Source: an optimization exercise on an open RTL-to-GDS flow (aim: small area). Production flows keep margins and buffers that such runs may drop.
Only simulation tests tie the RTL to the original design; equivalence was not proved.
Power figures rest on the tool's default switching activity, not on a simulated workload.

==> design/flow/design.v <==
module keyscan_midi (
    input  wire       clk,
    input  wire       rst,         
    input  wire       tickReq,     
    input  wire [3:0] sense,       
    output wire [7:0] colDrive,    
    output reg  [2:0] muxAddr,     
    output wire [7:0] txByte,      
    output reg        txValid,
    output reg        clampSeen    
);
    localparam [3:0] P_IDLE     = 4'd0,
                     P_SELECT   = 4'd1,
                     P_SET0     = 4'd2,    
                     P_SET      = 4'd3,    
                     P_SETTLE   = 4'd4,
                     P_READ     = 4'd5,
                     P_DIFF     = 4'd6,
                     P_HANDLE   = 4'd7,
                     P_EMIT1    = 4'd8,    
                     P_EMIT2    = 4'd9,    
                     P_ADVANCE  = 4'd10;
    reg  [3:0]  phase;
    reg  [2:0]  col;           
    reg         adv;           
    reg  [63:0] W;             
    reg  [63:0] R [0:6];       
    reg  [47:0] E;             
    reg  [2:0]  cnt;           
    reg         pending;       
    reg         z;             
    reg         lap0;          
    reg         msgOn;
    assign colDrive = 8'h01 << col;
    wire isRead   = (phase == P_READ);
    wire isHandle = (phase == P_HANDLE);
    wire isEmit1  = (phase == P_EMIT1);
    wire isEmit2  = (phase == P_EMIT2);
    wire swap     = pending && (cnt == 3'b001);
    wire [7:0] o = z ? 8'd0 : W[63:56];
    wire oLM = o[7], oLB = o[6], oUM = o[5], oUB = o[4];
    wire onL = o[3], offL = o[2], onU = o[1], offU = o[0];
    wire sLM = sense[0], sLB = sense[1], sUM = sense[2], sUB = sense[3];
    wire mcL = sLM ^ oLM, bcL = sLB ^ oLB;
    wire mcU = sUM ^ oUM, bcU = sUB ^ oUB;
    wire emL = mcL & (sLM ? ~onL : ~offL);
    wire emU = mcU & (sUM ? ~onU : ~offU);
    wire clrL = bcL & sLB, clrU = bcU & sUB;
    wire nOnL  = ~clrL & (onL  | (mcL &  sLM));
    wire nOffL = ~clrL & (offL | (mcL & ~sLM));
    wire nOnU  = ~clrU & (onU  | (mcU &  sUM));
    wire nOffU = ~clrU & (offU | (mcU & ~sUM));
    wire [7:0] nWord = {sLM, sLB, sUM, sUB, nOnL, nOffL, nOnU, nOffU};
    wire [5:0] nEv = {emL, mcL & (sLM | ~emL), bcL,
                      emU, mcU & (sUM | ~emU), bcU};
    reg [15:0] ka, kb, kp;     
    integer k;
    always @(*) begin
        for (k = 0; k < 8; k = k + 1) begin
            ka[k]   = E[6*(7-k) + 5];
            kb[k]   = E[6*(7-k) + 4];
            kp[k]   = E[6*(7-k) + 3];
            ka[8+k] = E[6*(7-k) + 2];
            kb[8+k] = E[6*(7-k) + 1];
            kp[8+k] = E[6*(7-k) + 0];
        end
    end
    wire [15:0] kmk  = ka | kb;            
    wire [15:0] pend = kmk | kp;
    function [15:0] belowOf(input [15:0] p);
        integer i;
        reg acc;
        begin
            acc = 1'b0;
            for (i = 0; i < 16; i = i + 1) begin
                belowOf[i] = acc;
                acc = acc | p[i];
            end
        end
    endfunction
    wire [15:0] below = belowOf(pend);    
    wire [15:0] sel = pend & ~below;
    wire        any = |pend;
    wire        emitSel = |(sel & ka);
    wire        onSel   = |(sel & kb);
    reg  [2:0]  mSel;
    reg         upSel;
    integer q;
    always @(*) begin
        mSel  = 3'd0;
        upSel = 1'b0;
        for (q = 0; q < 16; q = q + 1)
            if (sel[q]) begin
                mSel  = mSel  | q[2:0];
                upSel = upSel | q[3];
            end
    end
    wire clampRow = (sel[7] | sel[15]) && (col >= 3'd5);
    wire clrMk = (isHandle & ~emitSel) | isEmit2;
    reg  [47:0] Eclr;
    integer j;
    always @(*) begin
        for (j = 0; j < 16; j = j + 1) begin
            Eclr[6*(7-j%8) + (j < 8 ? 5 : 2)] = ~below[j] & clrMk;
            Eclr[6*(7-j%8) + (j < 8 ? 4 : 1)] = ~below[j] & clrMk;
            Eclr[6*(7-j%8) + (j < 8 ? 3 : 0)] = ~below[j] & ~kmk[j] & isHandle;
        end
    end
    wire [6:0] rawPitch = 7'd36 + {1'b0, mSel, col};
    wire [6:0] pitch    = (mSel == 3'd7 && col >= 3'd5) ? 7'd96 : rawPitch;
    assign txByte = isEmit1 ? {3'b100, msgOn, 3'b000, ~upSel} :
                    isEmit2 ? {1'b0, pitch} :
                              {1'b0, {7{msgOn}}};
    integer s;
    always @(posedge clk) begin
        R[0] <= swap ? W : R[6];
        for (s = 1; s < 7; s = s + 1)
            R[s] <= R[s-1];
    end
    always @(posedge clk) begin
        if (swap)
            W <= R[6];
        else if (isRead)
            W <= {W[55:0], nWord};
        if (isRead)
            E <= {E[41:0], nEv};
        else
            E <= E & ~Eclr;
        if (isHandle & any & emitSel)
            msgOn <= onSel;
    end
    always @(posedge clk) begin
        if (rst) begin
            phase     <= P_IDLE;
            col       <= 3'd0;
            adv       <= 1'b0;
            muxAddr   <= 3'd0;
            txValid   <= 1'b0;
            clampSeen <= 1'b0;
            cnt       <= 3'b001;
            pending   <= 1'b0;
            z         <= 1'b1;
            lap0      <= 1'b1;
        end else begin
            txValid <= 1'b0;
            if (!swap) cnt <= {cnt[1:0], cnt[2] ^ cnt[1]};
            if (swap) begin
                pending <= 1'b0;
                z       <= lap0;
            end
            case (phase)
                P_IDLE:   if (tickReq) phase <= P_SELECT;
                P_SELECT: begin
                    col   <= col + {2'b00, adv};
                    phase <= P_SET0;
                end
                P_SET0: begin
                    muxAddr <= 3'd0;
                    phase   <= P_SETTLE;
                end
                P_SET: begin
                    muxAddr <= muxAddr + 3'd1;
                    phase   <= P_SETTLE;
                end
                P_SETTLE: phase <= P_READ;
                P_READ: begin
                    if (muxAddr == 3'd7) begin
                        phase   <= P_DIFF;
                        pending <= 1'b1;
                        z       <= 1'b0;
                        if (col == 3'd7) lap0 <= 1'b0;
                    end else
                        phase <= P_SET;
                end
                P_DIFF: phase <= P_HANDLE;
                P_HANDLE: begin
                    if (!any)
                        phase <= P_ADVANCE;
                    else begin
                        if (clampRow) clampSeen <= 1'b1;
                        if (emitSel) begin
                            txValid <= 1'b1;
                            phase   <= P_EMIT1;
                        end
                    end
                end
                P_EMIT1: begin
                    txValid <= 1'b1;
                    phase   <= P_EMIT2;
                end
                P_EMIT2: begin
                    txValid <= 1'b1;
                    phase   <= P_HANDLE;
                end
                P_ADVANCE: begin
                    adv   <= 1'b1;
                    phase <= P_IDLE;
                end
                default: phase <= P_IDLE;
            endcase
        end
    end
endmodule
==> design/flow/flow/run.sh <==
#!/bin/bash
# Standard layout, with clock-tree synthesis told not to add dummy loads and
# the port buffers made with the smallest buffer.
set -euo pipefail
export CTS_ARGS="-sink_clustering_enable -repair_clock_nets -sink_clustering_size 28 -sink_clustering_max_diameter 60 -buf_list {sky130_fd_sc_hd__clkbuf_8 sky130_fd_sc_hd__clkbuf_16} -dont_use_dummy_load"
export BUFFER_PORTS_ARGS="-buffer_cell sky130_fd_sc_hd__buf_1"
bash standard.sh > standard.log 2>&1
==> design/flow/standard.sh <==
#!/bin/bash
# synth_recipe.tcl (not shown) runs the flow's synth.tcl, then flattens the netlist and writes it again
# the make line also repeats each setting of config.mk as NAME=value (left out here)
make -C /OpenROAD-flow-scripts/flow DESIGN_CONFIG=/design/flow/config.mk WORK_HOME=/design/flow/orfs CLKGATE_MAP_FILE= SYNTH_SCRIPT=/design/flow/synth_recipe.tcl "${@:-finish}"
==> design/flow/config.mk <==
export PLATFORM = sky130hd
export DESIGN_NAME = keyscan_midi
export DESIGN_NICKNAME = keyscan_midi
export VERILOG_FILES = /design/flow/design.v
export SDC_FILE = /design/flow/constraint.sdc
export NUM_CORES = 4
export LEC_CHECK = 0
export CAP_MARGIN = 20
export CORE_MARGIN = 2
export CORE_UTILIZATION = 65
export PLACE_DENSITY = 0.75
export SLEW_MARGIN = 20
==> design/flow/constraint.sdc <==
create_clock -name core_clock -period 10.0 [get_ports {clk}]
set_input_delay 2.0000 -clock core_clock [delete_from_list [all_inputs] [get_ports {clk}]]
set_output_delay 2.0000 -clock core_clock [all_outputs]
set_load 0.01 [all_outputs]
==> results.py, run 1 <==
metrics = {
    "placement": {
        "detailed_place_hpwl_um": 13800,
        "io_buffer_count": 27,
        "post_dp_cell_area_um2": 16500,
        "dp_worst_setup_slack_ns": 5.66,
        "gp_routability_congestion": 0.847,
    },
    "yosys": {
        "post_synth_edffs": 65,
        "synthesis.instances": 1138,
        "synth.ff_latch_count": 580,
        "postSynth.asyncResetShare": 0,
        "postSynthAreaPerCell_um2": 14.2,
        "netlist_area_um2": 16100,
        "yosysMostFrequentCell": "sky130_fd_sc_hd__dfxtp_1",
        "synth_top_area_frac": 0.639,
        "ys_top_cells_by_count": "sky130_fd_sc_hd__dfxtp_1, sky130_fd_sc_hd__mux2_2, sky130_fd_sc_hd__nand2_1, sky130_fd_sc_hd__edfxtp_1, sky130_fd_sc_hd__a21oi_1",
        "synth_top_flop_cell": "sky130_fd_sc_hd__dfxtp_1",
        "synth_nets": 1156,
        "yosysSeqAreaShare": 0.760,
        "post_synth_main_area_contributors": "sky130_fd_sc_hd__dfxtp_1, sky130_fd_sc_hd__edfxtp_1, sky130_fd_sc_hd__mux2_2, sky130_fd_sc_hd__nand2_1, sky130_fd_sc_hd__a21oi_1",
        "yosysUniqueCellTypes": 52,
        "synth-warning-count": 2,
        "synth_top_area_cell": "sky130_fd_sc_hd__dfxtp_1",
    },
    "sta": {
        "fmax_mhz": 203,
        "fin_crit_ns": 4.91,
        "max_slew.worst_pin.slew_ns": 0.986,
        "fin_worst_skew_ns": 0.0424,
        "slew_headroom": 0.342,
        "setup_repair_after_global_routing_missed_its_margin": "no",
        "finalSetupTns_ns": 0,
        "timing_max_transition_violations_final": 0,
        "worst_hold_check_slack_ns": 0.296,
        "post-route-worst-setup-slack_ns": 5.09,
        "fin_crit_sh": 0.491,
        "hold_violations": 0,
        "setup-violations-final": 0,
    },
    "pwr": {
        "switching_part_of_the_total": 0.259,
        "clk_network_pwr_share": 0.263,
        "power.share.combinational": 0.141,
        "p_switching_mw": 1.12,
        "internal_power_mw": 3.22,
        "p_seq_frac": 0.596,
        "design_power_total_mw": 4.34,
        "power_density_nw_per_um2": 252,
        "leakage_nw": 6.59,
        "peakVddDrop_uv": 170,
    },
    "critical_path": {
        "crit_path_end_kind": "output port",
        "maximum_fanout_along_the_worst_path": 6,
        "reg2reg_slack_ns": 7.02,
        "crit_path_top_delay_cell": "sky130_fd_sc_hd__or3_1",
        "worst_ep_arrival_time_ns": 2.91,
        "setup.worst_path.class": "reg -> out",
        "timing.critical_path.buf_inv": 1,
        "crit_chain": "or3_1 -> a21oi_1 -> o21ai_0 -> a32o_1 -> or2_2 -> ha_1 -> xnor2_1 -> o31ai_1 -> buf_1",
        "startpoint_type": "flip-flop",
        "worstPathRequired_ns": 8.00,
        "critical_path.top_delay_family": "compound AO/OA/AOI/OAI gates",
        "crit_path_max_incr_delay_ns": 0.40,
    },
    "final_layout": {
        "nets": 1181,
        "final_cell_area_um2": 17200,
        "n_antenna_cell": 0,
        "share_of_layout_cells_above_drive_strength_1": 0.151,
        "area_growth_syn_to_layout_pct": 6.95,
    },
    "drt": {
        "route.antenna.remaining_nets": 0,
        "avgRoutedWirePerCell_um": 15.4,
        "vias_per_cell": 5.27,
        "detail_route.first_pass.iterations": 4,
        "drc": 0,
        "vias": 7831,
        "detail_route.wirelength_um": 22800,
        "drtIter0Drc": 591,
    },
    "die": {
        "floorplan.initialDensity": 0.663,
        "die_width_um": 162,
        "fp.dieArea_um2": 26100,
        "die_h_um": 162,
        "design.portCount": 28,
        "core_um2": 24300,
        "floorplan.rows": 57,
    },
    "clocking": {
        "worstSkewPairLatency_ns": 0.56,
        "cts.sink_count": 580,
        "clk_transition_reported_paths_ns": 0.09,
        "tritoncts": "done",
        "cts-hold-fix-buffers": 0,
        "clk_path_buf_depth": 3,
        "clock_tree.root_cell": "sky130_fd_sc_hd__clkbuf_16",
        "cts_resized": 0,
        "post-cts-setup-buffers": 0,
        "tritoncts.num_buffers": 28,
        "ctsHtreeMaxLevel": 1,
    },
    "global_routing": {
        "grt-ovfl-total": 0,
        "grt_first_pass_wirelength_um": 38700,
        "first_global_vias": 7656,
        "grt_max_degree": 71,
        "grt_antenna_before_repair": 0,
        "global_router_s_overall_resource_usage": 0.181,
    },
    "min_path": {
        "min_path_type": "reg -> reg",
    },
    "run": {
        "max_cap_viols": 0,
    },
    "status": {
        "status": "timing/DRC/antenna clean",
    },
}
## layout make-up
type                            instances  area (um2)
Sequential cell                       580       12300
Fill cell                            1682        7070
Multi-Input combinational cell        512        3700
Clock buffer                           28         701
Tap cell                              324         405
Timing Repair Buffer                   31         144
Inverter                               10        37.5
## logic make-up (layout without fill, tap and decap cells)
logic type,Yosys count,count (layout),synth area share
AOI/OAI and AO/OA,132,132,0.0506
xor gates and xnor gates,3,3,0.00163
adders and majority gates,11,11,0.00854
buffers and inverters,46,69,0.0112
DFF,580,580,0.760
muxes,142,142,0.0976
and+or+nand+nor,224,224,0.0700
## cells in the final DEF (no fill, tap or decap), types with 5 or more instances in the layout
master                      Yosys  final
sky130_fd_sc_hd__a21o_1         6      6
sky130_fd_sc_hd__a21oi_1       55     55
sky130_fd_sc_hd__and3_1         6      5
sky130_fd_sc_hd__buf_1          1     27
sky130_fd_sc_hd__clkbuf_16      0     28
sky130_fd_sc_hd__dfxtp_1      515    515
sky130_fd_sc_hd__edfxtp_1      65     65
sky130_fd_sc_hd__ha_1          11     11
sky130_fd_sc_hd__inv_1         10     10
sky130_fd_sc_hd__mux2_2       122    122
sky130_fd_sc_hd__mux2i_1       20     20
sky130_fd_sc_hd__nand2_1       82     82
sky130_fd_sc_hd__nand3_1       12     12
sky130_fd_sc_hd__nor2_1        49     49
sky130_fd_sc_hd__nor2b_1        5      5
sky130_fd_sc_hd__nor3_1        19     19
sky130_fd_sc_hd__nor3b_1        5      5
sky130_fd_sc_hd__o21ai_0       32     32
sky130_fd_sc_hd__o311ai_0       5      5
sky130_fd_sc_hd__o31ai_1        6      6
sky130_fd_sc_hd__o41ai_1        8      8
sky130_fd_sc_hd__or3_1         13     13
## power groups by stage
stage | combinational (mW) | clock (mW) | sequential (mW)
floorplan | 0.511 | 0 | 2.60
global placement | 0.601 | 0 | 2.63
detailed placement | 0.604 | 0 | 2.64
CTS | 0.608 | 1.17 | 2.59
global route | 0.690 | 1.25 | 2.61
finish | 0.611 | 1.14 | 2.59
## sequential cells by signal (all words and copies together) (netlist names)
signal / cells
E: 48
R: 448
W: 64
adv: 1
clampSeen: 1
cnt: 3
col: 3
lap0: 1
msgOn: 1
muxAddr: 3
pending: 1
phase: 4
txValid: 1
z: 1
## through the flow
stage,utilization,std cells
2_1_floorplan,-,1138
3_3_place_gp,0.679,1456
3_5_place_dp,0.679,1456
4_1_cts,0.708,1484
5_1_grt,0.709,1485
6_report,0.709,1485
## metal layers
layer  up-vias  part of all wire  global-route usage
met5         -                 0                   0
met1      3729              0.51               0.273
li1       3950                 -                   -
met2       117              0.44               0.278
met3        35             0.031              0.0265
met4         0             0.021              0.0442
## worst paths after layout
| check | start | endpoint | cells after the start |
|---|---|---|---|
| min reg2reg | R[5][11] | R[6][11] | 0 |
| max | E[25] | txByte[4] | 9 |
| max reg2reg | cnt[1] | W[60] | 5 |
| min | R[5][11] | R[6][11] | 0 |
==> run 2: changes to the inputs <==
==> design/flow/flow/run.sh (replaced) <==
#!/bin/bash
# Standard layout, with clock-tree synthesis told not to add dummy loads and
# the port buffers made with the smallest buffer.
set -euo pipefail
export CTS_ARGS="-sink_clustering_enable -repair_clock_nets -sink_clustering_size 22 -sink_clustering_max_diameter 50 -buf_list sky130_fd_sc_hd__clkbuf_8 -dont_use_dummy_load"
export BUFFER_PORTS_ARGS="-buffer_cell sky130_fd_sc_hd__buf_1"
bash standard.sh > standard.log 2>&1
==> run 2 against run 1 <==
Effect of this change:
- worst setup slack worse by 0.055 ns
- sequential cell count stayed put
- count of clock-buffer cells in the layout is 8 higher
- design area is 1.3% lower
- synthesized cell count stayed put
- combinational power hardly changed
- critical path type unchanged
==> results.py, run 2 <==
metrics = {
    "status": {
        "status": "timing/DRC/antenna clean",
    },
    "global_routing": {
        "grt_max_degree": 71,
        "first_global_vias": 7652,
        "global_router_s_overall_resource_usage": 0.180,
        "grt-ovfl-total": 0,
        "grt_antenna_before_repair": 0,
        "grt_first_pass_wirelength_um": 38500,
    },
    "final_layout": {
        "area_growth_syn_to_layout_pct": 5.56,
        "n_antenna_cell": 0,
        "share_of_layout_cells_above_drive_strength_1": 0.156,
        "layout.cells.most_common": "sky130_fd_sc_hd__dfxtp_1",
        "final_cell_area_um2": 17000,
        "reg.largest.list": "R: 448 flops, W: 64 flops, E: 48 flops",
        "largest_register_ff_count": 448,
        "finalCoreUtilization": 0.700,
        "top_reg_by_flops": "R",
        "final_cell_mix": "sky130_fd_sc_hd__dfxtp_1, sky130_fd_sc_hd__mux2_2, sky130_fd_sc_hd__nand2_1",
        "fillers": 1725,
        "nets": 1188,
    },
    "clocking": {
        "cts-hold-fix-buffers": 0,
        "clock_tree.root_cell": "sky130_fd_sc_hd__clkbuf_8",
        "clk_transition_reported_paths_ns": 0.11,
        "cts_resized": 0,
        "clk_path_buf_depth": 3,
        "tritoncts.num_buffers": 36,
        "tritoncts": "done",
        "ctsHtreeMaxLevel": 2,
        "worstSkewPairLatency_ns": 0.57,
        "cts.sink_count": 580,
        "post-cts-setup-buffers": 0,
    },
    "die": {
        "die_h_um": 162,
        "core_um2": 24300,
        "floorplan.rows": 57,
        "die_width_um": 162,
        "fp.dieArea_um2": 26100,
        "design.portCount": 28,
        "floorplan.initialDensity": 0.663,
    },
    "yosys": {
        "yosysSeqAreaShare": 0.760,
        "synth_top_area_cell": "sky130_fd_sc_hd__dfxtp_1",
        "post_synth_edffs": 65,
        "post_synth_main_area_contributors": "sky130_fd_sc_hd__dfxtp_1, sky130_fd_sc_hd__edfxtp_1, sky130_fd_sc_hd__mux2_2, sky130_fd_sc_hd__nand2_1, sky130_fd_sc_hd__a21oi_1",
        "ys_top_cells_by_count": "sky130_fd_sc_hd__dfxtp_1, sky130_fd_sc_hd__mux2_2, sky130_fd_sc_hd__nand2_1, sky130_fd_sc_hd__edfxtp_1, sky130_fd_sc_hd__a21oi_1",
        "postSynthAreaPerCell_um2": 14.2,
        "synthesis.instances": 1138,
        "synth_top_area_frac": 0.639,
        "synth-warning-count": 2,
        "yosysMostFrequentCell": "sky130_fd_sc_hd__dfxtp_1",
        "yosysUniqueCellTypes": 52,
        "synth.ff_latch_count": 580,
        "netlist_area_um2": 16100,
        "synth_nets": 1156,
        "synth_top_flop_cell": "sky130_fd_sc_hd__dfxtp_1",
        "postSynth.asyncResetShare": 0,
    },
    "critical_path": {
        "critical_path.startpoint": "E[38]",
        "crit_path_end_kind": "output port",
        "setup.worst_path.class": "reg -> out",
        "startpoint_type": "flip-flop",
        "worstPathRequired_ns": 8.00,
        "r2r-start": "cnt[1]",
        "worst_ep_arrival_time_ns": 2.97,
        "crit_chain": "or3_1 -> a21oi_1 -> o21ai_0 -> a32o_1 -> or2_2 -> ha_1 -> xnor2_1 -> o31ai_1 -> buf_1",
        "maximum_fanout_along_the_worst_path": 6,
        "crit_path_top_delay_cell": "sky130_fd_sc_hd__or3_1",
        "crit_path_max_incr_delay_ns": 0.40,
    },
    "min_path": {
        "worst_hold_startpoint": "R[1][9]",
        "min_path_type": "reg -> reg",
    },
    "placement": {
        "gp_routability_congestion": 0.847,
        "io_buffer_count": 27,
        "post_dp_cell_area_um2": 16500,
        "detailed_place_hpwl_um": 13800,
    },
    "pwr": {
        "design_power_total_mw": 4.15,
        "power_density_nw_per_um2": 244,
        "peakVddDrop_uv": 141,
        "leakage_nw": 6.50,
    },
    "drt": {
        "detail_route.first_pass.iterations": 5,
        "route.antenna.remaining_nets": 0,
        "avgRoutedWirePerCell_um": 15.1,
        "drtIter0Drc": 626,
        "drc": 0,
        "detail_route.wirelength_um": 22500,
        "vias": 7905,
        "vias_per_cell": 5.30,
    },
    "sta": {
        "setup_repair_after_global_routing_missed_its_margin": "no",
        "hold_violations": 0,
        "max_slew.worst_pin.slew_ns": 0.992,
        "setup-violations-final": 0,
        "timing_max_transition_violations_final": 0,
        "fin_crit_sh": 0.497,
        "fin_worst_skew_ns": 0.0731,
        "fin_crit_ns": 4.97,
        "finalSetupTns_ns": 0,
        "fmax_mhz": 201,
        "worst_hold_check_slack_ns": 0.266,
        "slew_headroom": 0.339,
    },
    "run": {
        "max_cap_viols": 0,
    },
}
==> run 2: cell counts after synthesis <==
No cell type changed its count.
==> run 2: layer usage <==
layer  global-route usage  vias up  part of all wire
met5                    0        -                 0
met1                0.272     3763              0.51
met4               0.0528        0             0.022
met3               0.0318       46             0.041
met2                0.270      138              0.43
li1                     -     3958                 -
==> run 2: cells by family (layout without fill, tap and decap cells) <==
| logic type | count (synthesis) | count (layout) | synth area share |
|---|---|---|---|
| DFF | 580 | 580 | 0.760 |
| adders and majority gates | 11 | 11 | 0.00854 |
| buffers and inverters | 46 | 76 | 0.0112 |
| and+or+nand+nor | 224 | 224 | 0.0700 |
| muxes | 142 | 142 | 0.0976 |
| AOI/OAI and AO/OA | 132 | 132 | 0.0506 |
| xor gates and xnor gates | 3 | 3 | 0.00163 |
==> run 2: area by class of cell <==
type | count | area [um2] | area share
clock buffer | 36 | 495 | 0.0291
inverter | 10 | 37.5 | 0.00221
multi-input combinational | 512 | 3700 | 0.217
sequential | 580 | 12300 | 0.720
tap | 324 | 405 | 0.0238
timing repair buffer | 30 | 124 | 0.00728
==> run 2: metrics by stage <==
step / instances / setup slack [ns]
2_1_floorplan: 1138 / 5.83
3_3_place_gp: 1456 / 5.68
3_5_place_dp: 1456 / 5.66
4_1_cts: 1492 / 5.02
5_1_grt: 1492 / 4.86
6_report: 1492 / 5.03
==> run 2: path summary, 6_finish.rpt <==
path	endpoint	slack, ns	depth (start not counted)
max	txByte[4]	5.03	9
min	R[2][9]	0.27	0
max reg2reg	W[52]	7.07	5
min reg2reg	R[2][9]	0.27	0
==> run 2: report_power, final <==
part           switching [mW]  internal, mW  total (mW)
combinational           0.361         0.248       0.609
clock                   0.624         0.327       0.951
sequential              0.117          2.47        2.59
total                    1.10          3.05        4.15
==> run 2: worst max-delay path: cells and delay by family (launching register included) <==
family / cells / cell delay [ns]
AOI/OAI and AO/OA: 4 / 0.82
and+or+nand+nor: 2 / 0.69
DFF: 1 / 0.37
adders and majority gates: 1 / 0.21
buffers and inverters: 1 / 0.19
xor gates and xnor gates: 1 / 0.13

-- afterwards: timing with drivers on the ports --
In the flow no input, the clock included, has a driving cell. The finished layouts below were timed again as built, in two steps.
Step 1 assumes that a clkbuf_16 drives the clock port and a buf_2 every other input.
Step 2 times the ports against the registers' clock, not the clock port: input delays grow and output delays shrink by t, the midpoint of the rising clock arrivals with the driver on.
a / b / c = ideal / step 1 / step 2; a / b = the first two.
| run | t (ns) | setup WS [ns] | worst setup path after step 2 | slew at the worst register clock pin (ns) |
|---|---|---|---|---|
| run 1 | 0.587 | 5.085 / 5.037 / 5.624 | register to output | 0.10 / 0.10 |
| run 2 | 0.579 | 5.031 / 4.988 / 5.567 | register to output | 0.12 / 0.12 |
After both steps every run listed still meets setup and hold.
